This is an optimization exercise on Yosys and OpenROAD, whose aim is small area, not a production implementation. Only simulation tests tie the RTL to the original design; equivalence was not proved. No run shown here takes its clock network from TritonCTS; it comes from the design's own scripts or RTL. The clock port is modelled as an ideal driver, which makes a skipped or thinned clock tree look cheaper than it is; a real chip needs a root buffer or a tree. Power and IR drop assume default switching activity.

===== flow/flow/abc_d4.script =====
&get -n
&st
&dc2
&dch
&nf -a -R 1000
&put
topo

===== flow/flow/run.sh =====
#!/bin/bash
# Own layout flow: the standard ORFS flow (standard.sh) with
#  - synthesis through flow/synth.tcl: the standard script, except that
#    Yosys's abc step tries each flow/abc_*.script (area-oriented) and keeps
#    the smallest mapping (registers are mapped before abc, so they are the
#    standard synthesis's registers);
#  - port buffers of the smallest buffer cell (sky130_fd_sc_hd__buf_1);
#  - a flat clock tree (flow/clock_tree.tcl): the clock port drives three
#    clock buffers, each at the centre of a balanced cluster of registers;
#  - a denser floorplan.
# Each step's full output goes to its own log file in this folder.
set -uo pipefail
HERE=$(pwd)
export FLOW_ABC_SCRIPTS="$(ls $HERE/flow/abc_*.script | tr '\n' ' ')"
export FLOW_CLK_BUF=sky130_fd_sc_hd__clkbuf_16
export FLOW_CLK_N=3
export PRE_CTS_TCL=$HERE/flow/clock_tree.tcl
OPTS=(CORE_UTILIZATION=65 "BUFFER_PORTS_ARGS=-buffer_cell sky130_fd_sc_hd__buf_1" PRE_CTS_TCL=$PRE_CTS_TCL)
bash standard.sh SYNTH_SCRIPT=$HERE/flow/synth.tcl "${OPTS[@]}" synth > log_synth.txt 2>&1 || exit 1
bash standard.sh "${OPTS[@]}" finish > log_layout.txt 2>&1 || exit 1

===== flow/flow/abc_c5.script =====
&get -n
&st
&dch
&nf -a -R 1000
&put
topo

===== flow/constraint.sdc =====
create_clock -name core_clock -period 10.0 [get_ports {clk}]
set_input_delay 2.0000 -clock core_clock [delete_from_list [all_inputs] [get_ports {clk}]]
set_output_delay 2.0000 -clock core_clock [all_outputs]
set_load 0.01 [all_outputs]

===== flow/flow/abc_a3.script =====
&get -n
&st
&dch
&nf -a
&put
topo

===== flow/design.v =====
module pia_term (
    input  wire        clk,
    input  wire        rst_n,         
    input  wire        fast_video,    
    input  wire        pb_enable,     
    input  wire        bus_req,       
    input  wire        bus_we,        
    input  wire [15:0] bus_addr,
    input  wire [7:0]  bus_wdata,
    output reg  [7:0]  bus_rdata,     
    input  wire        bus_reset,     
    input  wire        rr_poll,       
    input  wire        key_valid,
    input  wire [7:0]  key_data,
    input  wire        tick_us,       
    input  wire [7:0]  pb_data,       
    input  wire        pb_last,       
    output wire        pb_pop,        
    output reg         term_char_valid,
    output wire [6:0]  term_char,
    output reg         term_newline,
    output reg         reset_req,
    output reg         terminated
);
    localparam [7:0]  TERM_CODE  = 8'h04;    
    localparam [7:0]  RESET_CODE = 8'h12;    
    localparam [14:0] BUSY_LD    = 15'h17bb;   
    localparam [14:0] BUSY_LD_T  = 15'h2f77;   
    localparam [14:0] BUSY_LAST  = 15'h4000;   
    localparam [5:0]  COL_LAST   = 6'h2d;      
    reg [7:0]  ddra, ddrb, crb;
    reg [6:0]  cra, orb;
    reg [6:0]  key;            
    reg        key_v;          
    reg        kbd_pending;
    reg        pb_active;
    reg [14:0] busy_lfsr;
    reg        busy_run;
    reg [5:0]  col;
    wire       sel     = bus_addr[4];
    wire [1:0] slot    = bus_addr[1:0];
    wire       rd      = bus_req & ~bus_we & sel;
    wire       wr      = bus_req &  bus_we & sel & rst_n;
    wire       mode_a  = cra[2];
    wire       mode_b  = crb[2];
    wire       rd_cra  = rd & (slot == 2'd1);
    wire       clrn    = rst_n & ~bus_reset;
    wire       wr_ddra = wr & (slot == 2'd0) & ~mode_a;
    wire       wr_cra  = wr & (slot == 2'd1);
    wire       wr_ddrb = wr & (slot == 2'd2) & ~mode_b;
    wire       wr_orb  = wr & (slot == 2'd2) &  mode_b;
    wire       wr_crb  = wr & (slot == 2'd3);
    wire       busy    = ~fast_video & ~pb_active & busy_run;
    wire       ready   = pb_active | kbd_pending;
    assign pb_pop = rd_cra & pb_active;
    wire       s_ff   = ~sel;
    wire       s_ddra = sel & (slot == 2'd0) & ~mode_a;
    wire       s_key  = sel & (slot == 2'd0) &  mode_a & key_v;
    wire       s_st   = sel & (slot == 2'd1);
    wire       s_ddrb = sel & (slot == 2'd2) & ~mode_b;
    wire       s_orb  = sel & (slot == 2'd2) &  mode_b;
    wire       s_crb  = sel & (slot == 2'd3);
    wire [7:0] rdata_next =
          {8{s_ff}}
        | ({8{s_ddra}} & ddra)
        | ({8{s_key}}  & {1'b1, key})
        | ({8{s_st}}   & {ready, cra})
        | ({8{s_ddrb}} & ddrb)
        | ({8{s_orb}}  & {busy, orb})
        | ({8{s_crb}}  & crb);
    wire [6:0] wc        = bus_wdata[6:0];
    wire       out_cr    = (wc == 7'h0D);
    wire       out_print = wc[6] | wc[5];
    wire       out_wrap  = out_print & (col == COL_LAST);
    wire       o_lower   = orb[6] & orb[5] & (orb[4:0] != 5'd0) & (orb[4:0] <= 5'd26);
    assign term_char = {orb[6], orb[5] & ~o_lower, orb[4:0]};
    wire       key_live  = key_valid & ~terminated;
    wire       key_term  = key_live & (key_data == TERM_CODE);
    wire       key_rst   = key_live & (key_data == RESET_CODE);
    wire       pb_active_after_bus = pb_active & ~(pb_pop & pb_last);
    wire       key_norm  = key_live & ~key_term & ~key_rst & ~pb_active_after_bus;
    wire       tick      = tick_us & ~terminated;
    function [6:0] norm7;
        input [7:0] c;
        reg lf, lower;
        begin
            lf    = (c == 8'h0A);
            lower = ~c[7] & c[6] & c[5] & (c[4:0] != 5'd0) & (c[4:0] <= 5'd26);
            norm7 = {c[6], c[5] & ~lower, c[4:3], c[2] | lf, c[1] & ~lf, c[0] | lf};
        end
    endfunction
    wire       key_ld   = key_norm | pb_pop;
    wire [7:0] kc       = key_norm ? key_data : pb_data;
    wire [6:0] kn       = norm7(kc);
    wire       h_ddra  = clrn & ~wr_ddra;
    wire       h_cra   = clrn & ~wr_cra;
    wire       h_ddrb  = clrn & ~wr_ddrb;
    wire       h_orb   = clrn & ~wr_orb;
    wire       h_crb   = clrn & ~wr_crb;
    wire [14:0] b_ld   = tick ? BUSY_LD_T : BUSY_LD;
    wire        b_st   = tick & ~wr_orb;
    wire        b_hd   = ~tick & ~wr_orb;
    wire [14:0] b_sh   = {busy_lfsr[13:0], ~(busy_lfsr[14] ^ busy_lfsr[13])};
    wire        c_inc  = wr_orb & out_print & ~out_wrap;
    wire        c_hd   = rst_n & ~(wr_orb & (out_print | out_cr));
    wire [5:0]  c_sh   = {col[4:0], ~(col[5] ^ col[4])};
    always @(posedge clk) begin
        bus_rdata <= rdata_next;
        ddra <= ({8{wr_ddra}} & bus_wdata)      | ({8{h_ddra}} & ddra);
        cra  <= ({7{wr_cra}}  & bus_wdata[6:0]) | ({7{h_cra}}  & cra);
        ddrb <= ({8{wr_ddrb}} & bus_wdata)      | ({8{h_ddrb}} & ddrb);
        orb  <= ({7{wr_orb}}  & bus_wdata[6:0]) | ({7{h_orb}}  & orb);
        crb  <= ({8{wr_crb}}  & bus_wdata)      | ({8{h_crb}}  & crb);
        if (key_ld)
            key <= kn;
        key_v <= rst_n & (key_v | key_ld);
        kbd_pending <= rst_n & (key_norm | (kbd_pending & ~(rd_cra & ~pb_active)));
        pb_active   <= rst_n ? pb_active_after_bus : pb_enable;
        busy_lfsr <= ({15{wr_orb}} & b_ld) | ({15{b_st}} & b_sh) | ({15{b_hd}} & busy_lfsr);
        busy_run  <= rst_n & (wr_orb | (busy_run & ~(tick & (busy_lfsr == BUSY_LAST))));
        col <= ({6{c_inc}} & c_sh) | ({6{c_hd}} & col);
        term_char_valid <= wr_orb & out_print;
        term_newline    <= wr_orb & (out_cr | out_wrap);
        reset_req       <= rst_n & (key_rst | (reset_req & ~rr_poll));
        terminated      <= rst_n & (terminated | key_term);
    end
endmodule

===== flow/flow/abc_d3.script =====
&get -n
&st
&dch -f
&nf -a
&put
topo

===== flow/flow/synth.tcl =====
# The standard synthesis script (synth_recipe.tcl), with Yosys's abc call
# replaced: the same abc command is tried with each of this flow's ABC
# scripts (FLOW_ABC_SCRIPTS) and the smallest mapping is kept. Registers are
# mapped before abc runs, so they are exactly those of the standard synthesis.
proc synth {args} { yosys synth -nofsm -noshare {*}$args }
proc abc {args} {
  set i [lsearch -exact $args -script]
  set lib [lindex $args [expr {[lsearch -exact $args -liberty] + 1}]]
  yosys design -save flow_pre_abc
  set best ""
  set best_area 1e30
  foreach s $::env(FLOW_ABC_SCRIPTS) {
    yosys design -load flow_pre_abc
    set a $args
    lset a [expr {$i + 1}] $s
    yosys abc {*}$a
    yosys opt_clean
    yosys tee -q -o $::env(RESULTS_DIR)/abc_try.txt stat -liberty $lib
    set f [open $::env(RESULTS_DIR)/abc_try.txt]
    set txt [read $f]
    close $f
    regexp {Chip area for module[^:]*:\s*([0-9.]+)} $txt -> area
    puts "FLOW abc script $s: area $area"
    if {$area < $best_area} { set best_area $area; set best $s }
  }
  puts "FLOW abc script chosen: $best ($best_area)"
  yosys design -load flow_pre_abc
  lset args [expr {$i + 1}] $best
  yosys abc {*}$args
}
source $::env(SCRIPTS_DIR)/synth.tcl
# left out here: clear keep_hierarchy, flatten, clean up, hide names made inside functions, write 1_2_yosys.v

===== flow/config.mk =====
export PLATFORM = sky130hd
export DESIGN_NAME = pia_term
export DESIGN_NICKNAME = pia_term
export VERILOG_FILES = /design/flow/design.v
export SDC_FILE = /design/flow/constraint.sdc
export NUM_CORES = 4
export LEC_CHECK = 0
export CAP_MARGIN = 20
export CORE_MARGIN = 2
export CORE_UTILIZATION = 40
export SLEW_MARGIN = 20

===== flow/flow/clock_tree.tcl =====
# Clock tree: the clock port drives FLOW_CLK_N clock buffers (FLOW_CLK_BUF),
# each placed at the centre of a cluster of register clock pins. Clusters are
# balanced: at most ceil(registers / FLOW_CLK_N) registers each.
proc clock_tree_synthesis {args} {
  set block [ord::get_db_block]
  set dbu [$block getDbUnitsPerMicron]
  set pts {}
  foreach inst [$block getInsts] {
    if {[[$inst getMaster] isSequential]} {
      set b [$inst getBBox]
      lappend pts [list [$inst getName] [expr {([$b xMin] + [$b xMax]) / 2.0 / $dbu}] [expr {([$b yMin] + [$b yMax]) / 2.0 / $dbu}]]
    }
  }
  set k $::env(FLOW_CLK_N)
  set n [llength $pts]
  set cap [expr {($n + $k - 1) / $k}]
  set pts [lsort -real -index 1 $pts]
  set cents {}
  for {set i 0} {$i < $k} {incr i} {
    set p [lindex $pts [expr {int(($i + 0.5) * $n / $k)}]]
    lappend cents [list [lindex $p 1] [lindex $p 2]]
  }
  for {set it 0} {$it < 30} {incr it} {
    # capacitated assignment: closest (register, cluster) pairs first
    set pairs {}
    set j 0
    foreach p $pts {
      for {set i 0} {$i < $k} {incr i} {
        set c [lindex $cents $i]
        lappend pairs [list [expr {abs([lindex $p 1] - [lindex $c 0]) + abs([lindex $p 2] - [lindex $c 1])}] $j $i]
      }
      incr j
    }
    set pairs [lsort -real -index 0 $pairs]
    array unset asg
    for {set i 0} {$i < $k} {incr i} { set cnt($i) 0; set sx($i) 0.0; set sy($i) 0.0 }
    foreach pr $pairs {
      lassign $pr d j i
      if {[info exists asg($j)] || $cnt($i) >= $cap} continue
      set asg($j) $i
      incr cnt($i)
      set p [lindex $pts $j]
      set sx($i) [expr {$sx($i) + [lindex $p 1]}]
      set sy($i) [expr {$sy($i) + [lindex $p 2]}]
    }
    set cents {}
    for {set i 0} {$i < $k} {incr i} {
      lappend cents [list [expr {$sx($i) / max(1, $cnt($i))}] [expr {$sy($i) / max(1, $cnt($i))}]]
    }
  }
  for {set i 0} {$i < $k} {incr i} {
    set pins {}
    for {set j 0} {$j < $n} {incr j} {
      if {$asg($j) == $i} { lappend pins [get_pins [lindex [lindex $pts $j] 0]/CLK] }
    }
    if {[llength $pins] == 0} continue
    set c [lindex $cents $i]
    puts "clock buffer $i at $c for [llength $pins] registers"
    insert_buffer -buffer_cell $::env(FLOW_CLK_BUF) -net clk -load_pins $pins -location $c -buffer_name clkbuf_$i
  }
  set_propagated_clock [all_clocks]
}

===== flow/standard.sh =====
#!/bin/bash
# synth_recipe.tcl (not shown) runs the flow's synth.tcl, then flattens the netlist and writes it again
# the make line also repeats each setting of config.mk as NAME=value (left out here)
make -C /OpenROAD-flow-scripts/flow DESIGN_CONFIG=/design/flow/config.mk WORK_HOME=/design/flow/orfs CLKGATE_MAP_FILE= SYNTH_SCRIPT=/design/flow/synth_recipe.tcl "${@:-finish}"

===== flow/flow/abc_b3.script =====
&get -n
&st
&dc2
&dch -f
&nf -a
&put
topo

===== flow/flow/abc_d7.script =====
strash
dch
map -a
strash
&get -n
&st
&dch
&nf -a -R 1000
&put
topo

==> report_table.html, run 1 <==
<table>
<tr><th>Metric</th><th>Value</th></tr>
<tr><th colspan="2">GRT</th></tr>
<tr><td>Via count of the first global-routing pass</td><td>2380</td></tr>
<tr><td>Pin count of the biggest net entering global routing</td><td>29</td></tr>
<tr><td>Gr usage total</td><td>26.30%</td></tr>
<tr><td>Global-route wire length before repair</td><td>about 11000 microns</td></tr>
<tr><td>Antenna violations before repair</td><td>0</td></tr>
<tr><td>Global route overflow</td><td>0</td></tr>
<tr><th colspan="2">Logic synthesis</th></tr>
<tr><td>Count of different cell masters after synthesis</td><td>40</td></tr>
<tr><td>Number of standard cells after synthesis</td><td>291</td></tr>
<tr><td>Synth warnings</td><td>1</td></tr>
<tr><td>Cell area after synthesis</td><td>~3100 sq um</td></tr>
<tr><td>Syn Nets</td><td>roughly 340</td></tr>
<tr><td>Sequential fraction of the synthesis area</td><td>about 55%</td></tr>
<tr><td>Mean instance size in the synthesized netlist</td><td>10.73 sq um</td></tr>
<tr><td>Synth Register Bits</td><td>82</td></tr>
<tr><th colspan="2">Cells and area</th></tr>
<tr><td>Area of the multi-input gates</td><td>1351 sq um</td></tr>
<tr><td>Area growth syn-to-layout</td><td>9.976%</td></tr>
<tr><td>Fin nets</td><td>399</td></tr>
<tr><td>Antenna Cells</td><td>0</td></tr>
<tr><td>Fraction of layout instances using a drive strength above 1</td><td>0.8696%</td></tr>
<tr><td>Area taken by flip-flops and latches</td><td>1712 sq um</td></tr>
<tr><td># fillers</td><td>360</td></tr>
<tr><td>Non-Filler Instances</td><td>roughly 400</td></tr>
<tr><th colspan="2">Routing</th></tr>
<tr><td>Residual antenna-violating net count after detailed routing</td><td>0</td></tr>
<tr><td>Drc violations</td><td>0</td></tr>
<tr><td>Total via count in the routed design</td><td>approximately 2.6k</td></tr>
<tr><td>Average routed wire per standard cell</td><td>17.69 microns</td></tr>
<tr><td>Wire length reported by the detailed router</td><td>7057 microns</td></tr>
<tr><td>Detailed-route wire length on metal 1</td><td>3136 microns</td></tr>
<tr><td>Pre-antenna DRT Iters</td><td>5</td></tr>
<tr><td>Wire length on met2</td><td>3269 microns</td></tr>
<tr><td>Drt via density</td><td>6.536</td></tr>
<tr><td>WL met3</td><td>456 microns</td></tr>
<tr><td>Initial DRC count</td><td>217</td></tr>
<tr><td>Highest metal layer used by the detailed router</td><td>met4</td></tr>
<tr><th colspan="2">Floorplanning</th></tr>
<tr><td>Die extent in y</td><td>73.32 microns</td></tr>
<tr><td>Initial cell density of the core</td><td>66.56%</td></tr>
<tr><td>Overall die width</td><td>73.32 microns</td></tr>
<tr><td>Standard-cell rows</td><td>25</td></tr>
<tr><td>Standard cell core area</td><td>4692 sq um</td></tr>
<tr><td>Top-level port count</td><td>71</td></tr>
<tr><td>Die Footprint</td><td>5375 sq um</td></tr>
<tr><th colspan="2">STA</th></tr>
<tr><td>Final setup TNS</td><td>0 ps</td></tr>
<tr><td>Number of failing setup endpoints in the final timing report</td><td>0</td></tr>
<tr><td>Final Skew</td><td>7.441 ps</td></tr>
<tr><td>Final Critical Period</td><td>5570 ps</td></tr>
<tr><td>Max_slew headroom</td><td>26.95%</td></tr>
<tr><td>Worst hold margin</td><td>478.0 ps</td></tr>
<tr><td>Final critical-path share of the clock period</td><td>55.70%</td></tr>
<tr><td>Fmax achieved</td><td>179.5 MHz</td></tr>
<tr><td>Setup repair after global routing missed its margin</td><td>no</td></tr>
<tr><td>Fin. Hold Viols</td><td>0</td></tr>
<tr><td>Slew at the pin closest to its max-slew limit</td><td>~1100 ps</td></tr>
<tr><td>Count of final max-slew check failures</td><td>0</td></tr>
<tr><th colspan="2">Critical path</th></tr>
<tr><td>Worst EP arrival</td><td>about 3600 ps</td></tr>
<tr><td>Top fanout value on the critical path</td><td>9</td></tr>
<tr><td>Kind of start point of the critical path</td><td>input port</td></tr>
<tr><td>Worst Setup Path Type</td><td>input port to output pin</td></tr>
<tr><td>Critical path launch point</td><td>bus_addr[0]</td></tr>
<tr><td>Beginning of the worst register-to-register path</td><td>terminated</td></tr>
<tr><td>Worst path required time</td><td>8000 ps</td></tr>
<tr><td>Chain of cells forming the critical path</td><td>buf_1 -&gt; nor2b_1 -&gt; nand3_1 -&gt; nor2_1 -&gt; and2_0 -&gt; buf_1</td></tr>
<tr><td>Depth of the most critical reg-to-reg path</td><td>7</td></tr>
<tr><td>Crit path max-delay cell type</td><td>nor2b_1</td></tr>
<tr><td>CP peak stage delay</td><td>640 ps</td></tr>
<tr><td>Endpoint class of the critical path</td><td>output pin</td></tr>
<tr><td>Cell seen most often among critical-path stages</td><td>buf_1</td></tr>
<tr><th colspan="2">Pwr</th></tr>
<tr><td>Sequential group share of total power</td><td>65.9%</td></tr>
<tr><td>LEAKAGE</td><td>1.255 nW</td></tr>
<tr><td>Proportion of power drawn by combinational gates</td><td>around a tenth</td></tr>
<tr><td>Switching power</td><td>0.1216 mW</td></tr>
<tr><td>Internal power contribution</td><td>around 0.43 mW</td></tr>
<tr><td>Peak ir drop on the vdd network</td><td>128.7 uV</td></tr>
<tr><td>Power density normalized to cell area</td><td>159.3 nW/um^2</td></tr>
<tr><td>Fraction of power spent switching nets</td><td>22.23%</td></tr>
<tr><td>Clock share of power</td><td>24.6%</td></tr>
<tr><th colspan="2">Clocking</th></tr>
<tr><td>Post-CTS Setup Inserts</td><td>0</td></tr>
<tr><td>Gates resized, CTS repair</td><td>0</td></tr>
<tr><td>Worst skew pair latency</td><td>about 160 ps</td></tr>
<tr><td>Clock-pin transition on the worst setup and hold timing paths</td><td>100 ps</td></tr>
<tr><td>Hold-fix buffer count after cts</td><td>0</td></tr>
<tr><th colspan="2">Place</th></tr>
<tr><td>DP Cell Count</td><td>396</td></tr>
<tr><td>Number of port buffers</td><td>57</td></tr>
<tr><td>DP Wirelength</td><td>between 5000 and 6000 microns</td></tr>
<tr><td>Final estimated routing congestion in global placement</td><td>roughly 0.86</td></tr>
<tr><th colspan="2">Worst hold path</th></tr>
<tr><td>Startpoint of the worst hold path</td><td>key_v</td></tr>
<tr><td>Count of cells along the worst hold path</td><td>1</td></tr>
<tr><td>Class of the tightest hold or removal check</td><td>flop to flop</td></tr>
<tr><th colspan="2">Run status</th></tr>
<tr><td>Status</td><td>timing/DRC/antenna clean</td></tr>
<tr><th colspan="2">Flow run</th></tr>
<tr><td>Max Cap Viol</td><td>0</td></tr>
</table>
==> state kept, by name (all words and copies together), names as in the netlist <==
name	count
busy_lfsr	15
bus_rdata	8
term_newline	1
col	6
kbd_pending	1
key	7
crb	8
reset_req	1
pb_active	1
term_char_valid	1
cra	7
ddrb	8
orb	7
terminated	1
busy_run	1
ddra	8
key_v	1
==> final timing paths <==
check                           endpoint  slack (ps)
worst max register to register    key[1]        7210
worst min register to register     key_v         480
worst min-delay path               key_v         480
worst max-delay path              pb_pop        4430
==> cell type report, without the clock buffers <==
type                       count  share of cell area, %
inverter                       4                 0.4372
sequential                    82                  49.84
tap                           54                  1.967
multi-input combinational    199                  39.34
timing repair buffer          57                  6.230
==> metal layers <==
layer	GRT usage [%]	vias up
met4	6.869	0
li1	-	1238
met1	38.05	1243
met2	42.84	109
met3	2.058	18
met5	0	-
==> placed cells by master (no fill, tap or decap), types with 2 or more instances in the layout <==
master      n
or2_0       2
dfxtp_1    75
mux2_1      5
edfxtp_1    7
nor2_1     24
a41oi_1     2
a22o_1     44
nor3b_1     4
clkinv_1    4
a21oi_1    11
nand3_1     9
o22ai_1     2
o22a_1      6
o21ai_0     2
clkbuf_16   3
nor4_1      3
a222oi_1   10
a221oi_1    3
nor2b_1     9
o21a_1      2
nand2_1    24
a21boi_0    3
or4_1       3
nand2b_1    4
mux2i_1     3
nor3_1      3
nand4_1     5
and2_0      4
buf_1      57
==> kinds of logic after synthesis <==
group / share of synthesized area (%)
AOI/OAI and AO/OA: 23.96
muxes: 2.764
adders and majority gates: 0.4006
DFF: 54.81
xor gates and xnor gates: 0.2805
buffers and inverters: 1.923
and+or+nand+nor: 15.87
==> cells in the mapped netlist <==
| cell type | number | area (sq um) |
|---|---|---|
| a22oi_1 | 1 | 7.510 |
| nand2_1 | 24 | 90.09 |
| clkinv_1 | 4 | 15.01 |
| or4b_1 | 1 | 10.01 |
| a22o_1 | 44 | 385.4 |
| nand2b_1 | 4 | 25.02 |
| o22ai_1 | 2 | 12.51 |
| nor3_1 | 3 | 15.01 |
| mux2i_1 | 3 | 30.03 |
| a41oi_1 | 2 | 17.52 |
| o22a_1 | 6 | 52.55 |
| and3b_1 | 1 | 8.760 |
| xnor2_1 | 1 | 8.760 |
| a221oi_1 | 3 | 26.28 |
| a2111oi_0 | 1 | 8.760 |
| nand4_1 | 5 | 31.28 |
| buf_4 | 6 | 45.04 |
| mux2_1 | 5 | 56.30 |
| nor4_1 | 3 | 18.77 |
| or2_0 | 2 | 12.51 |
| nand4b_1 | 1 | 8.760 |
| a21oi_1 | 11 | 55.05 |
| ha_1 | 1 | 12.51 |
| o21ai_0 | 2 | 10.01 |
| nor3b_1 | 4 | 30.03 |
| and2_0 | 4 | 25.02 |
| o21a_1 | 2 | 15.01 |
| and3_1 | 1 | 6.260 |
| a21boi_0 | 3 | 22.52 |
| or4_1 | 3 | 22.52 |
| a32oi_1 | 1 | 8.760 |
| o41ai_1 | 1 | 8.760 |
| nor2_1 | 24 | 90.09 |
| dfxtp_1 | 75 | 1501 |
| o211a_1 | 1 | 10.01 |
| nand3_1 | 9 | 45.04 |
| a222oi_1 | 10 | 100.1 |
| nor2b_1 | 9 | 56.30 |
| o31ai_1 | 1 | 7.510 |
| edfxtp_1 | 7 | 210.2 |
==> critical path: cells and delay by family <==
| family | cells | cell delay (ps) |
|---|---|---|
| and+or+nand+nor | 4 | 1190 |
| buffers and inverters | 2 | 380 |
==> power by group through the flow <==
stage | Clock (mW) | Combinational, mW | Sequential [mW]
global placement | 0 | 0.0497 | 0.367
detailed placement | 0 | 0.0515 | 0.367
floorplan | 0 | 0.0312 | 0.366
CTS | 0.134 | 0.0519 | 0.360
finish | 0.135 | 0.0522 | 0.360
global route | 0.146 | 0.0584 | 0.362
==> through the flow <==
step           util (%)  instance area, sq um  worst slack, ps  power [mW]
5_1_grt           73.20                  3435             4109      0.5667
3_3_place_gp      71.60                  3359             4559      0.4165
4_1_cts           73.20                  3435             4472      0.5464
2_1_floorplan         -                  3123             5170      0.3969
3_5_place_dp      71.60                  3359             4432      0.4190
6_report          73.20                  3435             4430      0.5471
==> run 2: changes to the inputs <==
--- a/flow/design.v
+++ b/flow/design.v
@@ -28,6 +28,8 @@
     localparam [14:0] BUSY_LD_T  = 15'h2f77;   
     localparam [14:0] BUSY_LAST  = 15'h4000;   
     localparam [5:0]  COL_LAST   = 6'h2d;      
+    localparam [14:0] BUSY_LAST_M = 15'b111_1110_1011_1101;
+    localparam [5:0]  COL_LAST_M  = 6'b11_0111;
     reg [7:0]  ddra, ddrb, crb;
     reg [6:0]  cra, orb;
     reg [6:0]  key;            
@@ -71,7 +73,7 @@
     wire [6:0] wc        = bus_wdata[6:0];
     wire       out_cr    = (wc == 7'h0D);
     wire       out_print = wc[6] | wc[5];
-    wire       out_wrap  = out_print & (col == COL_LAST);
+    wire       out_wrap  = out_print & ((col & COL_LAST_M) == (COL_LAST & COL_LAST_M));
     wire       o_lower   = orb[6] & orb[5] & (orb[4:0] != 5'd0) & (orb[4:0] <= 5'd26);
     assign term_char = {orb[6], orb[5] & ~o_lower, orb[4:0]};
     wire       key_live  = key_valid & ~terminated;
@@ -117,7 +119,7 @@
         kbd_pending <= rst_n & (key_norm | (kbd_pending & ~(rd_cra & ~pb_active)));
         pb_active   <= rst_n ? pb_active_after_bus : pb_enable;
         busy_lfsr <= ({15{wr_orb}} & b_ld) | ({15{b_st}} & b_sh) | ({15{b_hd}} & busy_lfsr);
-        busy_run  <= rst_n & (wr_orb | (busy_run & ~(tick & (busy_lfsr == BUSY_LAST))));
+        busy_run  <= rst_n & (wr_orb | (busy_run & ~(tick & ((busy_lfsr & BUSY_LAST_M) == (BUSY_LAST & BUSY_LAST_M)))));
         col <= ({6{c_inc}} & c_sh) | ({6{c_hd}} & col);
         term_char_valid <= wr_orb & out_print;
         term_newline    <= wr_orb & (out_cr | out_wrap);
==> flow/flow/abc_e2.script (new file) <==
&get -n
&st
&dc2
&dch -f
&nf -a -R 1000
&put
topo
==> flow/flow/abc_e3.script (new file) <==
&get -n
&st
&dc2
&dc2
&dch
&nf -a -R 1000
&put
topo
==> flow/flow/abc_e7.script (new file) <==
strash
refactor
rewrite
&get -n
&dch
&nf -a -R 1000
&put
topo
==> flow/flow/abc_e8.script (new file) <==
strash
rewrite -z
refactor -z
balance
&get -n
&dch
&nf -a -R 1000
&put
topo
removed: flow/flow/abc_b3.script
removed: flow/flow/abc_d3.script
removed: flow/flow/abc_d7.script
==> run 2 against run 1 <==
Compared with the run above: still clean on timing, DRC and antenna; sequential cell count is the same; hold slack lost 2.2 ps; via count shrank 1.6%; sequential share of layout area increased by 0.27 points; register-to-register slack gained 290 ps; power fell by 0.70%; critical path type unchanged.
==> report_table.html, run 2 <==
<table>
<tr><th>Metric</th><th>Value</th></tr>
<tr><th colspan="2">STA</th></tr>
<tr><td>Slew at the pin closest to its max-slew limit</td><td>999.8 ps (-93.56 ps)</td></tr>
<tr><td>Worst hold margin</td><td>475.8 ps (-2.212 ps)</td></tr>
<tr><td>Count of final max-slew check failures</td><td>0 (unchanged)</td></tr>
<tr><td>Max_slew headroom</td><td>32.84% (+5.9 points)</td></tr>
<tr><td>Number of failing setup endpoints in the final timing report</td><td>0 (unchanged)</td></tr>
<tr><td>Fmax achieved</td><td>181.7 MHz (+1.2%)</td></tr>
<tr><td>Final setup TNS</td><td>0 ps (unchanged)</td></tr>
<tr><td>Final Critical Period</td><td>5504 ps (-66.17 ps)</td></tr>
<tr><td>Setup repair after global routing missed its margin</td><td>no</td></tr>
<tr><td>Final critical-path share of the clock period</td><td>55.04% (-0.66 points)</td></tr>
<tr><td>Final Skew</td><td>4.154 ps (-3.287 ps)</td></tr>
<tr><td>Fin. Hold Viols</td><td>0 (unchanged)</td></tr>
<tr><th colspan="2">Pwr</th></tr>
<tr><td>Sequential group share of total power</td><td>66.1% (+0.2 points)</td></tr>
<tr><td>Internal power contribution</td><td>0.4251 mW (-0.10%)</td></tr>
<tr><td>Clock share of power</td><td>24.5% (about the same)</td></tr>
<tr><td>LEAKAGE</td><td>1.259 nW (+0.30%)</td></tr>
<tr><td>Peak ir drop on the vdd network</td><td>153.4 uV (+19%)</td></tr>
<tr><td>Proportion of power drawn by combinational gates</td><td>9.4% (about the same)</td></tr>
<tr><td>Switching power</td><td>0.1182 mW (-2.8%)</td></tr>
<tr><td>Power density normalized to cell area</td><td>159.0 nW/um^2 (-0.16%)</td></tr>
<tr><td>Fraction of power spent switching nets</td><td>21.76% (-0.47 points)</td></tr>
<tr><th colspan="2">Cells and area</th></tr>
<tr><td>Leading cell type in the layout, fill and taps excluded</td><td>dfxtp_1</td></tr>
<tr><td>Fraction of layout instances using a drive strength above 1</td><td>0.8772% (+0.0076 points)</td></tr>
<tr><td>Flip-flop count of the largest register, all copies and words added</td><td>15 (unchanged)</td></tr>
<tr><td>Non-Filler Instances</td><td>396 (-0.75%)</td></tr>
<tr><td>Antenna Cells</td><td>0 (unchanged)</td></tr>
<tr><td>Register name with the most flops</td><td>busy_lfsr</td></tr>
<tr><td># fillers</td><td>353 (-1.9%)</td></tr>
<tr><td>Area growth syn-to-layout</td><td>10.04% (about the same)</td></tr>
<tr><td>Commonest cells after routing, fill and taps aside</td><td>dfxtp_1 (75), buf_1 (57), a22o_1 (44), nor2_1 (24), nand2_1 (21)</td></tr>
<tr><td>Fin nets</td><td>396 (-0.75%)</td></tr>
<tr><th colspan="2">Logic synthesis</th></tr>
<tr><td>Synth cell count leaders</td><td>dfxtp_1 (75), a22o_1 (44), nor2_1 (24)</td></tr>
<tr><td>Syn Nets</td><td>340 (-0.87%)</td></tr>
<tr><td>Sequential fraction of the synthesis area</td><td>55.14% (+0.33 points)</td></tr>
<tr><td>Mean instance size in the synthesized netlist</td><td>10.78 sq um (+0.43%)</td></tr>
<tr><td>Cell area after synthesis</td><td>3104 sq um (-0.60%)</td></tr>
<tr><td>Count of different cell masters after synthesis</td><td>37 (-7.5%)</td></tr>
<tr><td>Top area cells in the synthesized netlist</td><td>dfxtp_1 (48%), a22o_1 (12%), edfxtp_1 (6.8%)</td></tr>
<tr><td>Most frequent cell after synthesis</td><td>dfxtp_1</td></tr>
<tr><td>Number of enable flip-flop cells after synthesis</td><td>7 (unchanged)</td></tr>
<tr><td>Ys async rst share</td><td>0% (unchanged)</td></tr>
<tr><td>Synth Register Bits</td><td>82 (unchanged)</td></tr>
<tr><td>Biggest area consumer among synthesized cells</td><td>dfxtp_1</td></tr>
<tr><td>Area share of the largest cell type after synthesis</td><td>48.37% (+0.29 points)</td></tr>
<tr><td>Synth warnings</td><td>1 (unchanged)</td></tr>
<tr><td>Most used flip-flop cell after synthesis</td><td>dfxtp_1</td></tr>
<tr><td>Number of standard cells after synthesis</td><td>288 (-1.0%)</td></tr>
<tr><th colspan="2">Clocking</th></tr>
<tr><td>Post-CTS Setup Inserts</td><td>0 (unchanged)</td></tr>
<tr><td>Worst skew pair latency</td><td>160 ps (about the same)</td></tr>
<tr><td>Hold-fix buffer count after cts</td><td>0 (unchanged)</td></tr>
<tr><td>Gates resized, CTS repair</td><td>0 (unchanged)</td></tr>
<tr><td>Clock-pin transition on the worst setup and hold timing paths</td><td>100 ps (about the same)</td></tr>
<tr><th colspan="2">Critical path</th></tr>
<tr><td>Worst reg-to-reg setup slack</td><td>7500 ps (+290 ps)</td></tr>
<tr><td>Capturing point of the worst reg2reg path</td><td>key[5]</td></tr>
<tr><td>Worst path required time</td><td>8000 ps (about the same)</td></tr>
<tr><td>Worst Setup Path Type</td><td>input port to output pin</td></tr>
<tr><td>Worst EP arrival</td><td>3500 ps (-70 ps)</td></tr>
<tr><td>Beginning of the worst register-to-register path</td><td>terminated</td></tr>
<tr><td>Top fanout value on the critical path</td><td>9 (unchanged)</td></tr>
<tr><td>Endpoint class of the critical path</td><td>output pin</td></tr>
<tr><td>Largest delay contributor family on the critical path</td><td>simple AND/OR/NAND/NOR gates</td></tr>
<tr><td>Chain of cells forming the critical path</td><td>buf_1 -&gt; nor2b_1 -&gt; nand3_1 -&gt; nor2_1 -&gt; and2_0 -&gt; buf_1</td></tr>
<tr><td>CP peak stage delay</td><td>580 ps (-60 ps)</td></tr>
<tr><td>Sum of buffers and inverters on the critical path</td><td>2 (unchanged)</td></tr>
<tr><td>Depth of the most critical reg-to-reg path</td><td>6 (-1)</td></tr>
<tr><td>Cell seen most often among critical-path stages</td><td>buf_1</td></tr>
<tr><td>Crit path max-delay cell type</td><td>nor2b_1</td></tr>
<tr><td>Kind of start point of the critical path</td><td>input port</td></tr>
<tr><th colspan="2">Routing</th></tr>
<tr><td>Wire length reported by the detailed router</td><td>6796 microns (-3.7%)</td></tr>
<tr><td>Drt via density</td><td>6.482 (-0.83%)</td></tr>
<tr><td>Pre-antenna DRT Iters</td><td>5 (unchanged)</td></tr>
<tr><td>Average routed wire per standard cell</td><td>17.16 microns (-3.0%)</td></tr>
<tr><td>Initial DRC count</td><td>258 (+19%)</td></tr>
<tr><td>Drc violations</td><td>0 (unchanged)</td></tr>
<tr><td>Total via count in the routed design</td><td>2567 (-1.6%)</td></tr>
<tr><td>Residual antenna-violating net count after detailed routing</td><td>0 (unchanged)</td></tr>
<tr><th colspan="2">GRT</th></tr>
<tr><td>Global route overflow</td><td>0 (unchanged)</td></tr>
<tr><td>Pin count of the biggest net entering global routing</td><td>29 (unchanged)</td></tr>
<tr><td>Most Crowded Layer GR</td><td>met2</td></tr>
<tr><td>Via count of the first global-routing pass</td><td>2319 (-2.6%)</td></tr>
<tr><td>Global-route track usage on met3</td><td>2.486% (+0.43 points)</td></tr>
<tr><td>Global-route wire length before repair</td><td>10760 microns (-5.4%)</td></tr>
<tr><td>Met1 track utilization from global routing</td><td>35.52% (-2.5 points)</td></tr>
<tr><td>Gr usage total</td><td>24.93% (-1.4 points)</td></tr>
<tr><td>GR Util met2</td><td>40.14% (-2.7 points)</td></tr>
<tr><td>Antenna violations before repair</td><td>0 (unchanged)</td></tr>
<tr><th colspan="2">Place</th></tr>
<tr><td>Final estimated routing congestion in global placement</td><td>0.8699 (+0.69%)</td></tr>
<tr><td>DP Cell Count</td><td>393 (-0.76%)</td></tr>
<tr><td>Number of port buffers</td><td>57 (unchanged)</td></tr>
<tr><td>DP Wirelength</td><td>4859 microns (-3.1%)</td></tr>
<tr><th colspan="2">Floorplanning</th></tr>
<tr><td>Die Footprint</td><td>5344 sq um (-0.57%)</td></tr>
<tr><td>Top-level port count</td><td>71 (unchanged)</td></tr>
<tr><td>Overall die width</td><td>73.11 microns (-0.29%)</td></tr>
<tr><td>Die extent in y</td><td>73.11 microns (-0.29%)</td></tr>
<tr><td>Standard cell core area</td><td>4661 sq um (-0.67%)</td></tr>
<tr><td>Standard-cell rows</td><td>25 (unchanged)</td></tr>
<tr><td>Initial cell density of the core</td><td>66.60% (about the same)</td></tr>
<tr><th colspan="2">Flow run</th></tr>
<tr><td>Max Cap Viol</td><td>0 (unchanged)</td></tr>
<tr><th colspan="2">Worst hold path</th></tr>
<tr><td>Startpoint of the worst hold path</td><td>busy_lfsr[6]</td></tr>
<tr><td>Class of the tightest hold or removal check</td><td>flop to flop</td></tr>
<tr><td>Count of cells along the worst hold path</td><td>2 (+1)</td></tr>
<tr><td>Hold EP</td><td>busy_lfsr[6]</td></tr>
<tr><th colspan="2">Run status</th></tr>
<tr><td>Status</td><td>timing/DRC/antenna clean</td></tr>
</table>
-- run 2: changes by cell type after synthesis, moves of 2 or more --
cell      previous run  this run
o21ai_0              2         5
or2_0                2         0
nor3_1               3         6
nand2_1             24        21
mux2i_1              3         5
clkinv_1             4         2
mux2_1               5         3
nand2b_1             4         6
nor4_1               3         1
-- run 2: cell families after synthesis --
| family | synth area share (%) |
|---|---|
| adders and majority gates | 0.4030 |
| DFF | 55.14 |
| and+or+nand+nor | 16.00 |
| muxes | 2.701 |
| AOI/OAI and AO/OA | 23.78 |
| xor gates and xnor gates | 0.2822 |
| buffers and inverters | 1.693 |
-- run 2: metrics by stage --
stage               cell area, sq um  power, mW  worst slack (ps)  utilization (%)
floorplan                       3104     0.3957              5181                -
global placement                3341     0.4150              4588            71.68
detailed placement              3341     0.4172              4547            71.68
CTS                             3416     0.5449              4526            73.29
global route                    3416     0.5644              4288            73.29
finish                          3416     0.5433              4496            73.29
-- run 2: worst max path at each step --
stage                     start  endpoint  cells past startpoint
finish              bus_addr[0]    pb_pop                      6
detailed placement  bus_addr[0]    pb_pop                      6
global placement    bus_addr[0]    pb_pop                      6
global route        bus_addr[0]    pb_pop                      6
CTS                 bus_addr[0]    pb_pop                      6
floorplan           bus_addr[0]    pb_pop                      4
-- run 2: per-layer routing --
layer	part of all wire (%)	wire length [microns]	vias to the layer above
li1	-	-	1231
met3	7.2	487	18
met4	3.1	214	0
met2	45	3061	125
met5	0	0	-
met1	45	3032	1193
-- run 2: layout make-up, without the clock buffers --
cell class | instances | area (sq um) | share of cell area (%)
well taps | 54 | 67.56 | 1.978
repair buffers | 57 | 214.0 | 6.264
multi-input cells | 198 | 1340 | 39.23
inverters | 2 | 7.507 | 0.2198
flip-flops and latches | 82 | 1712 | 50.11
-- run 2: power groups by stage --
| stage | registers, mW | logic, mW | clock network (mW) |
|---|---|---|---|
| detailed placement | 0.366 | 0.0508 | 0 |
| global route | 0.361 | 0.0568 | 0.147 |
| CTS | 0.359 | 0.0509 | 0.135 |
| floorplan | 0.365 | 0.0307 | 0 |
| global placement | 0.366 | 0.0489 | 0 |
| finish | 0.359 | 0.0510 | 0.133 |
-- run 2: worst register-to-register path, cell delays in order (launching register included) --
cell and delay (ps):
dfxtp_1 400, nor2b_1 80, nand4_1 110, nand4_1 450
mux2_1 540, or4b_1 520, a41oi_1 230
==> run 3: changes to the inputs <==
--- a/flow/design.v
+++ b/flow/design.v
@@ -16,9 +16,9 @@
     input  wire [7:0]  pb_data,       
     input  wire        pb_last,       
     output wire        pb_pop,        
-    output reg         term_char_valid,
+    output wire        term_char_valid,
     output wire [6:0]  term_char,
-    output reg         term_newline,
+    output wire        term_newline,
     output reg         reset_req,
     output reg         terminated
 );
@@ -39,6 +39,7 @@
     reg [14:0] busy_lfsr;
     reg        busy_run;
     reg [5:0]  col;
+    reg        wr_orb_q;       
     wire       sel     = bus_addr[4];
     wire [1:0] slot    = bus_addr[1:0];
     wire       rd      = bus_req & ~bus_we & sel;
@@ -76,6 +77,8 @@
     wire       out_wrap  = out_print & ((col & COL_LAST_M) == (COL_LAST & COL_LAST_M));
     wire       o_lower   = orb[6] & orb[5] & (orb[4:0] != 5'd0) & (orb[4:0] <= 5'd26);
     assign term_char = {orb[6], orb[5] & ~o_lower, orb[4:0]};
+    assign term_char_valid = wr_orb_q & (orb[6] | orb[5]);
+    assign term_newline    = wr_orb_q & bus_rdata[0];
     wire       key_live  = key_valid & ~terminated;
     wire       key_term  = key_live & (key_data == TERM_CODE);
     wire       key_rst   = key_live & (key_data == RESET_CODE);
@@ -92,7 +95,7 @@
         end
     endfunction
     wire       key_ld   = key_norm | pb_pop;
-    wire [7:0] kc       = key_norm ? key_data : pb_data;
+    wire [7:0] kc       = key_norm ? key_data : pb_pop ? pb_data : {1'b1, key};
     wire [6:0] kn       = norm7(kc);
     wire       h_ddra  = clrn & ~wr_ddra;
     wire       h_cra   = clrn & ~wr_cra;
@@ -107,22 +110,20 @@
     wire        c_hd   = rst_n & ~(wr_orb & (out_print | out_cr));
     wire [5:0]  c_sh   = {col[4:0], ~(col[5] ^ col[4])};
     always @(posedge clk) begin
-        bus_rdata <= rdata_next;
+        bus_rdata <= {rdata_next[7:1], (rdata_next[0] & ~bus_we) | (wr_orb & (out_cr | out_wrap))};
         ddra <= ({8{wr_ddra}} & bus_wdata)      | ({8{h_ddra}} & ddra);
         cra  <= ({7{wr_cra}}  & bus_wdata[6:0]) | ({7{h_cra}}  & cra);
         ddrb <= ({8{wr_ddrb}} & bus_wdata)      | ({8{h_ddrb}} & ddrb);
         orb  <= ({7{wr_orb}}  & bus_wdata[6:0]) | ({7{h_orb}}  & orb);
         crb  <= ({8{wr_crb}}  & bus_wdata)      | ({8{h_crb}}  & crb);
-        if (key_ld)
-            key <= kn;
+        key <= kn;
         key_v <= rst_n & (key_v | key_ld);
         kbd_pending <= rst_n & (key_norm | (kbd_pending & ~(rd_cra & ~pb_active)));
         pb_active   <= rst_n ? pb_active_after_bus : pb_enable;
         busy_lfsr <= ({15{wr_orb}} & b_ld) | ({15{b_st}} & b_sh) | ({15{b_hd}} & busy_lfsr);
         busy_run  <= rst_n & (wr_orb | (busy_run & ~(tick & ((busy_lfsr & BUSY_LAST_M) == (BUSY_LAST & BUSY_LAST_M)))));
         col <= ({6{c_inc}} & c_sh) | ({6{c_hd}} & col);
-        term_char_valid <= wr_orb & out_print;
-        term_newline    <= wr_orb & (out_cr | out_wrap);
+        wr_orb_q        <= wr_orb;
         reset_req       <= rst_n & (key_rst | (reset_req & ~rr_poll));
         terminated      <= rst_n & (terminated | key_term);
     end
==> flow/flow/abc_e6.script (new file) <==
&get -n
&st
&dc2
&dch
&nf -a -R 1000
&put
strash
&get -n
&dch
&nf -a -R 1000
&put
topo
==> run 3 against run 2 <==
Compared with the run above: still clean on timing, DRC and antenna; cell count up 5.1%; sequential cell count down 1; utilization up 3.0 points; hold slack worse by 7.1 ps; register-to-register slack worse by 150 ps; wire length up 7.0%; critical path depth unchanged; clock skew up 5.4 ps; combinational power up 21%; fmax down 1.7%; largest cell class unchanged; largest power group unchanged.
==> report_table.html, run 3 <==
<table>
<tr><th>Metric</th><th>Value</th></tr>
<tr><th colspan="2">Cells and area</th></tr>
<tr><td>Leading cell type in the layout, fill and taps excluded</td><td>dfxtp_1</td></tr>
<tr><td>Layout Cell Area excl Fill</td><td>3391 sq um (-0.73%)</td></tr>
<tr><td># fillers</td><td>342 (-3.1%)</td></tr>
<tr><td>Non-Filler Instances</td><td>416 (+5.1%)</td></tr>
<tr><td>Area of the multi-input gates</td><td>1378 sq um (+2.8%)</td></tr>
<tr><td>Register name with the most flops</td><td>busy_lfsr</td></tr>
<tr><td>Fin nets</td><td>418 (+5.6%)</td></tr>
<tr><td>Fraction of layout instances using a drive strength above 1</td><td>1.374% (+0.50 points)</td></tr>
<tr><td>Commonest cells after routing, fill and taps aside</td><td>dfxtp_1 (81), buf_1 (57), a22o_1 (44), nand2_1 (36), nor2_1 (22)</td></tr>
<tr><td>Area growth syn-to-layout</td><td>10.48%</td></tr>
<tr><td>Antenna Cells</td><td>0 (unchanged)</td></tr>
<tr><td>Flip-flop count of the largest register, all copies and words added</td><td>15 (unchanged)</td></tr>
<tr><td>Area taken by flip-flops and latches</td><td>1622 sq um (-5.3%)</td></tr>
<tr><th colspan="2">Floorplanning</th></tr>
<tr><td>Overall die width</td><td>72.72 microns (-0.53%)</td></tr>
<tr><td>Die extent in y</td><td>72.72 microns (-0.53%)</td></tr>
<tr><td>Initial cell density of the core</td><td>69.06% (+2.5 points)</td></tr>
<tr><td>Standard-cell rows</td><td>24 (-4.0%)</td></tr>
<tr><td>Die Footprint</td><td>5287 sq um (-1.1%)</td></tr>
<tr><td>Standard cell core area</td><td>4444 sq um (-4.6%)</td></tr>
<tr><td>Top-level port count</td><td>71 (unchanged)</td></tr>
<tr><th colspan="2">Routing</th></tr>
<tr><td>Average routed wire per standard cell</td><td>17.48 microns (+1.8%)</td></tr>
<tr><td>Residual antenna-violating net count after detailed routing</td><td>0 (unchanged)</td></tr>
<tr><td>Wire length reported by the detailed router</td><td>7271 microns (+7.0%)</td></tr>
<tr><td>Drt via density</td><td>6.413 (-1.1%)</td></tr>
<tr><td>Initial DRC count</td><td>317 (+23%)</td></tr>
<tr><td>Pre-antenna DRT Iters</td><td>7 (+2)</td></tr>
<tr><td>Drc violations</td><td>0 (unchanged)</td></tr>
<tr><td>Total via count in the routed design</td><td>2668 (+3.9%)</td></tr>
<tr><th colspan="2">Logic synthesis</th></tr>
<tr><td>Area share of the largest cell type after synthesis</td><td>52.83% (+4.5 points)</td></tr>
<tr><td>Biggest area consumer among synthesized cells</td><td>dfxtp_1</td></tr>
<tr><td>Synth warnings</td><td>1 (unchanged)</td></tr>
<tr><td>Most used flip-flop cell after synthesis</td><td>dfxtp_1</td></tr>
<tr><td>Synth Register Bits</td><td>81 (-1.2%)</td></tr>
<tr><td>Mean instance size in the synthesized netlist</td><td>9.933 sq um (-7.8%)</td></tr>
<tr><td>Top area cells in the synthesized netlist</td><td>dfxtp_1 (53%), a22o_1 (13%), nand2_1 (4.4%)</td></tr>
<tr><td>Synth cell count leaders</td><td>dfxtp_1 (81), a22o_1 (44), nand2_1 (36)</td></tr>
<tr><td>Number of enable flip-flop cells after synthesis</td><td>0 (-7)</td></tr>
<tr><td>Syn Nets</td><td>361 (+6.2%)</td></tr>
<tr><td>Ys async rst share</td><td>0% (unchanged)</td></tr>
<tr><td>Number of standard cells after synthesis</td><td>309 (+7.3%)</td></tr>
<tr><td>Count of different cell masters after synthesis</td><td>34 (-8.1%)</td></tr>
<tr><td>Most frequent cell after synthesis</td><td>dfxtp_1</td></tr>
<tr><td>Cell area after synthesis</td><td>3069 sq um (-1.1%)</td></tr>
<tr><td>Sequential fraction of the synthesis area</td><td>52.83% (-2.3 points)</td></tr>
<tr><th colspan="2">STA</th></tr>
<tr><td>Count of final max-slew check failures</td><td>0 (unchanged)</td></tr>
<tr><td>Final setup TNS</td><td>0 ps (unchanged)</td></tr>
<tr><td>Number of failing setup endpoints in the final timing report</td><td>0 (unchanged)</td></tr>
<tr><td>Setup repair after global routing missed its margin</td><td>no</td></tr>
<tr><td>Fin. Hold Viols</td><td>0 (unchanged)</td></tr>
<tr><td>Final Skew</td><td>9.548 ps (+5.394 ps)</td></tr>
<tr><td>Slew at the pin closest to its max-slew limit</td><td>1004 ps (+3.850 ps)</td></tr>
<tr><td>Fmax achieved</td><td>178.6 MHz (-1.7%)</td></tr>
<tr><td>Final critical-path share of the clock period</td><td>56.00% (+0.96 points)</td></tr>
<tr><td>Final Critical Period</td><td>5600 ps (+96.48 ps)</td></tr>
<tr><td>Max_slew headroom</td><td>32.58% (-0.26 points)</td></tr>
<tr><th colspan="2">Pwr</th></tr>
<tr><td>Total power of the final layout</td><td>0.5559 mW (+2.3%)</td></tr>
<tr><td>LEAKAGE</td><td>1.259 nW (about the same)</td></tr>
<tr><td>Peak ir drop on the vdd network</td><td>115.4 uV (-25%)</td></tr>
<tr><td>Power density normalized to cell area</td><td>163.9 nW/um^2 (+3.1%)</td></tr>
<tr><th colspan="2">GRT</th></tr>
<tr><td>Antenna violations before repair</td><td>0 (unchanged)</td></tr>
<tr><td>Global-route wire length before repair</td><td>11690 microns (+8.6%)</td></tr>
<tr><td>Global route overflow</td><td>0 (unchanged)</td></tr>
<tr><td>Gr usage total</td><td>27.74% (+2.8 points)</td></tr>
<tr><td>Via count of the first global-routing pass</td><td>2461 (+6.1%)</td></tr>
<tr><td>Pin count of the biggest net entering global routing</td><td>28 (-3.4%)</td></tr>
<tr><th colspan="2">Critical path</th></tr>
<tr><td>Worst EP arrival</td><td>3600 ps (+100 ps)</td></tr>
<tr><td>Kind of start point of the critical path</td><td>input port</td></tr>
<tr><td>Endpoint class of the critical path</td><td>output pin</td></tr>
<tr><td>Crit path max-delay cell type</td><td>buf_1</td></tr>
<tr><td>Worst path required time</td><td>8000 ps (about the same)</td></tr>
<tr><td>Worst Setup Path Type</td><td>input port to output pin</td></tr>
<tr><td>Worst reg-to-reg setup slack</td><td>7350 ps (-150 ps)</td></tr>
<tr><td>CP peak stage delay</td><td>430 ps (-150 ps)</td></tr>
<tr><td>Top fanout value on the critical path</td><td>13 (+4)</td></tr>
<tr><td>Chain of cells forming the critical path</td><td>buf_1 -&gt; nand2_1 -&gt; nor3_1 -&gt; nand2_1 -&gt; clkinv_1 -&gt; buf_1</td></tr>
<tr><th colspan="2">Place</th></tr>
<tr><td>Final estimated routing congestion in global placement</td><td>0.8477 (-2.6%)</td></tr>
<tr><td>DP Wirelength</td><td>5206 microns (+7.1%)</td></tr>
<tr><td>Area post-placement</td><td>3311 sq um (-0.90%)</td></tr>
<tr><td>Number of port buffers</td><td>57 (unchanged)</td></tr>
<tr><td>DP Cell Count</td><td>413 (+5.1%)</td></tr>
<tr><th colspan="2">Worst hold path</th></tr>
<tr><td>Class of the tightest hold or removal check</td><td>flop to flop</td></tr>
<tr><th colspan="2">Clocking</th></tr>
<tr><td>Gates resized, CTS repair</td><td>0 (unchanged)</td></tr>
<tr><td>Hold-fix buffer count after cts</td><td>0 (unchanged)</td></tr>
<tr><td>Worst skew pair latency</td><td>160 ps (about the same)</td></tr>
<tr><td>Clock-pin transition on the worst setup and hold timing paths</td><td>100 ps (about the same)</td></tr>
<tr><td>Post-CTS Setup Inserts</td><td>0 (unchanged)</td></tr>
<tr><th colspan="2">Run status</th></tr>
<tr><td>Status</td><td>timing/DRC/antenna clean</td></tr>
<tr><th colspan="2">Flow run</th></tr>
<tr><td>Max Cap Viol</td><td>0 (unchanged)</td></tr>
</table>
[run 3: cell count changes after synthesis, sizes merged, moves of 3 or more]
cell	change
o22ai	+3
clkinv	+6
nand2	+15
dfxtp	+6
o21ai	+6
edfxtp	-7
mux2	-3
a21oi	+5
[run 3: where the power goes]
group	internal (mW)	leakage (nW)	switching, mW
sequential	0.345	0.663	0.0132
combinational	0.0245	0.559	0.0372
clock	0.0555	0.0370	0.0806
[run 3: per-stage QoR]
step / hold slack, ps / worst slack [ps] / util, %
after floorplan: 430.6 / 5194 / -
after global placement: 442.0 / 4416 / 74.49
after detailed placement: 451.4 / 4399 / 74.49
after CTS: 468.0 / 4380 / 76.18
after global routing: 480.3 / 4229 / 76.30
final: 468.7 / 4400 / 76.30
[run 3: final cells by class, without the clock buffers]
| type | instances | area share, % |
|---|---|---|
| inverter | 8 | 0.8856 |
| timing repair buffer | 58 | 6.531 |
| sequential | 81 | 47.82 |
| tap | 52 | 1.919 |
| multi-input combinational | 214 | 40.63 |
[run 3: critical path, delay by kind of cell]
kind	cells	cell delay (ps)
buffers and inverters	3	810
AND/OR/NAND/NOR	3	790
[run 3: metal layers]
layer  routed length (microns)  part of all wire [%]  global-route usage, %
met1                      3138                    43                  39.52
met2                      3314                    46                  46.36
met3                       548                   7.5                  1.519
met4                       270                   3.7                  7.202
met5                         0                     0                      0
[run 3: cell families (layout without fill, tap and decap cells)]
family	after synthesis	in the layout	synth area share, %
xor gates and xnor gates	1	1	0.2854
adders and majority gates	1	1	0.4076
DFF	81	81	52.83
muxes	3	3	0.9784
and+or+nand+nor	107	107	17.45
AOI/OAI and AO/OA	102	102	25.60
buffers and inverters	14	69	2.446
[run 3: worst paths after layout]
check,start,to,depth (start not counted)
max reg2reg,terminated,key[5],8
min reg2reg,busy_lfsr[11],busy_lfsr[12],2
min,busy_lfsr[11],busy_lfsr[12],2
max,bus_addr[4],pb_pop,6
==> run 4: changes to the inputs <==
--- a/flow/design.v
+++ b/flow/design.v
@@ -26,9 +26,8 @@
     localparam [7:0]  RESET_CODE = 8'h12;    
     localparam [14:0] BUSY_LD    = 15'h17bb;   
     localparam [14:0] BUSY_LD_T  = 15'h2f77;   
-    localparam [14:0] BUSY_LAST  = 15'h4000;   
     localparam [5:0]  COL_LAST   = 6'h2d;      
-    localparam [14:0] BUSY_LAST_M = 15'b111_1110_1011_1101;
+    localparam [14:0] BUSY_NZ_M   = 15'b111_1101_0111_1011;
     localparam [5:0]  COL_LAST_M  = 6'b11_0111;
     reg [7:0]  ddra, ddrb, crb;
     reg [6:0]  cra, orb;
@@ -37,7 +36,6 @@
     reg        kbd_pending;
     reg        pb_active;
     reg [14:0] busy_lfsr;
-    reg        busy_run;
     reg [5:0]  col;
     reg        wr_orb_q;       
     wire       sel     = bus_addr[4];
@@ -53,6 +51,7 @@
     wire       wr_ddrb = wr & (slot == 2'd2) & ~mode_b;
     wire       wr_orb  = wr & (slot == 2'd2) &  mode_b;
     wire       wr_crb  = wr & (slot == 2'd3);
+    wire       busy_run = |(busy_lfsr & BUSY_NZ_M);
     wire       busy    = ~fast_video & ~pb_active & busy_run;
     wire       ready   = pb_active | kbd_pending;
     assign pb_pop = rd_cra & pb_active;
@@ -103,8 +102,8 @@
     wire       h_orb   = clrn & ~wr_orb;
     wire       h_crb   = clrn & ~wr_crb;
     wire [14:0] b_ld   = tick ? BUSY_LD_T : BUSY_LD;
-    wire        b_st   = tick & ~wr_orb;
-    wire        b_hd   = ~tick & ~wr_orb;
+    wire        b_st   = rst_n & tick & ~wr_orb & busy_run;
+    wire        b_hd   = rst_n & ~wr_orb & ~b_st;
     wire [14:0] b_sh   = {busy_lfsr[13:0], ~(busy_lfsr[14] ^ busy_lfsr[13])};
     wire        c_inc  = wr_orb & out_print & ~out_wrap;
     wire        c_hd   = rst_n & ~(wr_orb & (out_print | out_cr));
@@ -121,7 +120,6 @@
         kbd_pending <= rst_n & (key_norm | (kbd_pending & ~(rd_cra & ~pb_active)));
         pb_active   <= rst_n ? pb_active_after_bus : pb_enable;
         busy_lfsr <= ({15{wr_orb}} & b_ld) | ({15{b_st}} & b_sh) | ({15{b_hd}} & busy_lfsr);
-        busy_run  <= rst_n & (wr_orb | (busy_run & ~(tick & ((busy_lfsr & BUSY_LAST_M) == (BUSY_LAST & BUSY_LAST_M)))));
         col <= ({6{c_inc}} & c_sh) | ({6{c_hd}} & col);
         wr_orb_q        <= wr_orb;
         reset_req       <= rst_n & (key_rst | (reset_req & ~rr_poll));
==> run 4 against run 3 <==
Compared with the run above: still clean on timing, DRC and antenna; wire length down 0.91%; power down 7.2%; die area about the same; setup slack better by 52 ps; combinational power down 24%; sequential power down 6.4%; via count up 1.8%; clock power about the same; utilization about the same; synthesized cell count down 0.97%; hold slack better by 7.7 ps; clock skew about the same; critical path type unchanged; critical endpoint unchanged.
==> report_table.html, run 4 <==
<table>
<tr><th>Metric</th><th>Value</th></tr>
<tr><th colspan="2">Critical path</th></tr>
<tr><td>Worst reg-to-reg setup slack</td><td>7200 ps (-150 ps)</td></tr>
<tr><td>Depth of the most critical reg-to-reg path</td><td>9 (+1)</td></tr>
<tr><td>Worst path required time</td><td>8000 ps (about the same)</td></tr>
<tr><td>Kind of start point of the critical path</td><td>input port</td></tr>
<tr><td>Capture point of the worst path</td><td>pb_pop</td></tr>
<tr><td>Beginning of the worst register-to-register path</td><td>terminated</td></tr>
<tr><td>Endpoint class of the critical path</td><td>output pin</td></tr>
<tr><td>Worst EP arrival</td><td>3550 ps (-50 ps)</td></tr>
<tr><td>Critical path launch point</td><td>bus_addr[4]</td></tr>
<tr><td>Capturing point of the worst reg2reg path</td><td>key[1]</td></tr>
<tr><td>Top fanout value on the critical path</td><td>13 (unchanged)</td></tr>
<tr><td>Worst Setup Path Type</td><td>input port to output pin</td></tr>
<tr><th colspan="2">Place</th></tr>
<tr><td>Number of port buffers</td><td>57 (unchanged)</td></tr>
<tr><td>DP Wirelength</td><td>5223 microns (+0.32%)</td></tr>
<tr><td>Final estimated routing congestion in global placement</td><td>0.9070 (+7.0%)</td></tr>
<tr><td>Area post-placement</td><td>3317 sq um (+0.19%)</td></tr>
<tr><th colspan="2">Run status</th></tr>
<tr><td>Status</td><td>timing/DRC/antenna clean</td></tr>
<tr><th colspan="2">Cells and area</th></tr>
<tr><td>Flip-flop count of the largest register, all copies and words added</td><td>15 (unchanged)</td></tr>
<tr><td>Fraction of layout instances using a drive strength above 1</td><td>1.381% (+0.0076 points)</td></tr>
<tr><td>Layout Cell Area excl Fill</td><td>3392 sq um (about the same)</td></tr>
<tr><td>Area growth syn-to-layout</td><td>10.56% (about the same)</td></tr>
<tr><td>Commonest cells after routing, fill and taps aside</td><td>dfxtp_1 (80), buf_1 (57), nand2_1 (45), a22o_1 (44), nor2_1 (16)</td></tr>
<tr><td># fillers</td><td>342 (unchanged)</td></tr>
<tr><td>Antenna Cells</td><td>0 (unchanged)</td></tr>
<tr><td>Leading cell type in the layout, fill and taps excluded</td><td>dfxtp_1</td></tr>
<tr><td>Fin nets</td><td>416 (-0.48%)</td></tr>
<tr><td>Final core area utilization</td><td>76.32% (about the same)</td></tr>
<tr><td>Register name with the most flops</td><td>busy_lfsr</td></tr>
<tr><th colspan="2">Logic synthesis</th></tr>
<tr><td>Area share of the largest cell type after synthesis</td><td>52.20% (-0.63 points)</td></tr>
<tr><td>Number of standard cells after synthesis</td><td>306 (-0.97%)</td></tr>
<tr><td>Top area cells in the synthesized netlist</td><td>dfxtp_1 (52%), a22o_1 (13%), nand2_1 (5.5%)</td></tr>
<tr><td>Count of different cell masters after synthesis</td><td>37 (+8.8%)</td></tr>
<tr><td>Cell area after synthesis</td><td>3068 sq um (about the same)</td></tr>
<tr><td>Ys async rst share</td><td>0% (unchanged)</td></tr>
<tr><td>Syn Nets</td><td>358 (-0.83%)</td></tr>
<tr><td>Synth warnings</td><td>1 (unchanged)</td></tr>
<tr><td>Synth cell count leaders</td><td>dfxtp_1 (80), nand2_1 (45), a22o_1 (44)</td></tr>
<tr><td>Synth Register Bits</td><td>80 (-1.2%)</td></tr>
<tr><td>Most frequent cell after synthesis</td><td>dfxtp_1</td></tr>
<tr><td>Biggest area consumer among synthesized cells</td><td>dfxtp_1</td></tr>
<tr><td>Sequential fraction of the synthesis area</td><td>52.20% (-0.63 points)</td></tr>
<tr><td>Mean instance size in the synthesized netlist</td><td>10.03 sq um (+0.94%)</td></tr>
<tr><td>Number of enable flip-flop cells after synthesis</td><td>0 (unchanged)</td></tr>
<tr><td>Most used flip-flop cell after synthesis</td><td>dfxtp_1</td></tr>
<tr><th colspan="2">GRT</th></tr>
<tr><td>Gr usage total</td><td>28.42% (+0.68 points)</td></tr>
<tr><td>Antenna violations before repair</td><td>0 (unchanged)</td></tr>
<tr><td>Global-route wire length before repair</td><td>12250 microns (+4.8%)</td></tr>
<tr><td>Pin count of the biggest net entering global routing</td><td>28 (unchanged)</td></tr>
<tr><td>Global route overflow</td><td>0 (unchanged)</td></tr>
<tr><td>Via count of the first global-routing pass</td><td>2561 (+4.1%)</td></tr>
<tr><th colspan="2">Floorplanning</th></tr>
<tr><td>Initial cell density of the core</td><td>69.03% (about the same)</td></tr>
<tr><td>Die extent in y</td><td>72.70 microns (about the same)</td></tr>
<tr><td>Die Footprint</td><td>5285 sq um (about the same)</td></tr>
<tr><td>Top-level port count</td><td>71 (unchanged)</td></tr>
<tr><td>Standard-cell rows</td><td>24 (unchanged)</td></tr>
<tr><td>Standard cell core area</td><td>4444 sq um (unchanged)</td></tr>
<tr><td>Overall die width</td><td>72.70 microns (about the same)</td></tr>
<tr><th colspan="2">STA</th></tr>
<tr><td>Max_slew headroom</td><td>31.00% (-1.6 points)</td></tr>
<tr><td>Final critical-path share of the clock period</td><td>55.48% (-0.52 points)</td></tr>
<tr><td>Fin. Hold Viols</td><td>0 (unchanged)</td></tr>
<tr><td>Final setup TNS</td><td>0 ps (unchanged)</td></tr>
<tr><td>Final Critical Period</td><td>5548 ps (-52.30 ps)</td></tr>
<tr><td>Count of final max-slew check failures</td><td>0 (unchanged)</td></tr>
<tr><td>Setup repair after global routing missed its margin</td><td>no</td></tr>
<tr><td>Number of failing setup endpoints in the final timing report</td><td>0 (unchanged)</td></tr>
<tr><td>Final Skew</td><td>9.393 ps (-0.1546 ps)</td></tr>
<tr><td>Fmax achieved</td><td>180.2 MHz (+0.94%)</td></tr>
<tr><td>Worst hold margin</td><td>476.4 ps (+7.703 ps)</td></tr>
<tr><td>Slew at the pin closest to its max-slew limit</td><td>1027 ps (+23.43 ps)</td></tr>
<tr><th colspan="2">Routing</th></tr>
<tr><td>Drc violations</td><td>0 (unchanged)</td></tr>
<tr><td>Wire length reported by the detailed router</td><td>7205 microns (-0.91%)</td></tr>
<tr><td>Drt via density</td><td>6.563 (+2.3%)</td></tr>
<tr><td>Initial DRC count</td><td>325 (+2.5%)</td></tr>
<tr><td>Average routed wire per standard cell</td><td>17.40 microns (-0.43%)</td></tr>
<tr><td>Pre-antenna DRT Iters</td><td>6 (-1)</td></tr>
<tr><td>Total via count in the routed design</td><td>2717 (+1.8%)</td></tr>
<tr><td>Residual antenna-violating net count after detailed routing</td><td>0 (unchanged)</td></tr>
<tr><th colspan="2">Pwr</th></tr>
<tr><td>LEAKAGE</td><td>1.261 nW (+0.20%)</td></tr>
<tr><td>Total power of the final layout</td><td>0.5157 mW (-7.2%)</td></tr>
<tr><td>Peak ir drop on the vdd network</td><td>141.8 uV (+23%)</td></tr>
<tr><td>Power density normalized to cell area</td><td>152.0 nW/um^2 (-7.3%)</td></tr>
<tr><th colspan="2">Clocking</th></tr>
<tr><td>Clock-pin transition on the worst setup and hold timing paths</td><td>100 ps (about the same)</td></tr>
<tr><td>Worst skew pair latency</td><td>160 ps (about the same)</td></tr>
<tr><td>Post-CTS Setup Inserts</td><td>0 (unchanged)</td></tr>
<tr><td>Gates resized, CTS repair</td><td>0 (unchanged)</td></tr>
<tr><td>Hold-fix buffer count after cts</td><td>0 (unchanged)</td></tr>
<tr><th colspan="2">Worst hold path</th></tr>
<tr><td>Class of the tightest hold or removal check</td><td>flop to flop</td></tr>
<tr><td>Startpoint of the worst hold path</td><td>busy_lfsr[14]</td></tr>
<tr><th colspan="2">Flow run</th></tr>
<tr><td>Max Cap Viol</td><td>0 (unchanged)</td></tr>
</table>
[run 4: cell types whose count changed after synthesis, sizes merged, moves of 2 or more]
cell    before  now
o22ai        4    1
a221o        0   10
o22a         7    0
o21ai       11    8
nand2       36   45
clkinv       8    5
a21oi       17   14
nor2        22   16
nand3        9    7
[run 4: how the worst min path moves through the flow]
| stage | end | slack [ps] | cells after the start |
|---|---|---|---|
| 2_1_floorplan | busy_lfsr[14] | 430 | 2 |
| 3_3_place_gp | busy_lfsr[14] | 450 | 2 |
| 3_5_place_dp | cra[0] | 460 | 1 |
| 4_1_cts | busy_lfsr[12] | 480 | 2 |
| 5_1_grt | cra[6] | 500 | 1 |
| 6_report | busy_lfsr[14] | 480 | 2 |
[run 4: power by group]
group | internal, mW | switching (mW) | total, mW
registers | 0.328 | 0.00690 | 0.335
clock network | 0.0553 | 0.0780 | 0.133
logic | 0.0161 | 0.0309 | 0.0470
total | 0.400 | 0.116 | 0.516
[run 4: layout make-up, without the clock buffers]
type	instances	area, sq um	share of cell area, %
timing repair buffer	59	229.0	6.750
sequential	80	1602	47.22
multi-input combinational	215	1403	41.35
tap	52	65.06	1.918
inverter	5	18.77	0.5533
[run 4: cell families after synthesis]
kind of cell    share of synthesized area, %
simple gates                           18.15
buf+inv                                2.080
flops                                  52.20
xor+xnor                              0.2855
mux                                   0.9788
compound gates                         25.90
fa+ha+maj                             0.4078
[run 4: critical path: stages]
cell,delay [ps]
buf_1,440
nand2_1,110
nor3_1,320
nand2_1,280
clkinv_1,220
buf_1,170
[run 4: layer usage]
layer  share of wire (%)  vias up  track usage (%)
met5                   0        -                0
met4                 1.7        0            7.202
met3                 7.5       14            1.657
met2                  44      138            43.33
met1                  47     1273            44.15
li1                    -     1292                -
[run 4: through the flow]
stage / std cells / worst slack, ps
after floorplan: 306 / 5222
after global routing: 414 / 4205
after CTS: 414 / 4460
final: 414 / 4452
after global placement: 411 / 4475
after detailed placement: 411 / 4454

==> what the ideal ports hide <==
Ports are ideal in the flow. The routed layouts listed here were re-timed in OpenROAD. Step 1 assumes that a clkbuf_16 drives the clock port and a buf_2 every other input. Step 2 adds t to the input delays and takes it off the output delays; t is the mean of the earliest and latest rising clock arrival at the registers after step 1. Input paths then give back, and output paths get back, about the clock's delay inside the block. Slacks: ideal ports / drivers / drivers and shift; pairs: ideal ports / drivers.
run | t (ns) | setup WS [ns] | hold WS [ns]
run 1 | 0.222 | 4.430 / 4.398 / 4.398 | 0.478 / 0.478 / 0.478
run 2 | 0.223 | 4.496 / 4.458 / 4.458 | 0.476 / 0.476 / 0.476
run 3 | 0.216 | 4.400 / 4.375 / 4.375 | 0.469 / 0.469 / 0.469
run 4 | 0.218 | 4.452 / 4.425 / 4.425 | 0.476 / 0.476 / 0.476
After both steps setup and hold are still met in every run listed. For run 2, which loses most, drivers alone change the setup slack by -0.038 ns; drivers and shift together by -0.038 ns.
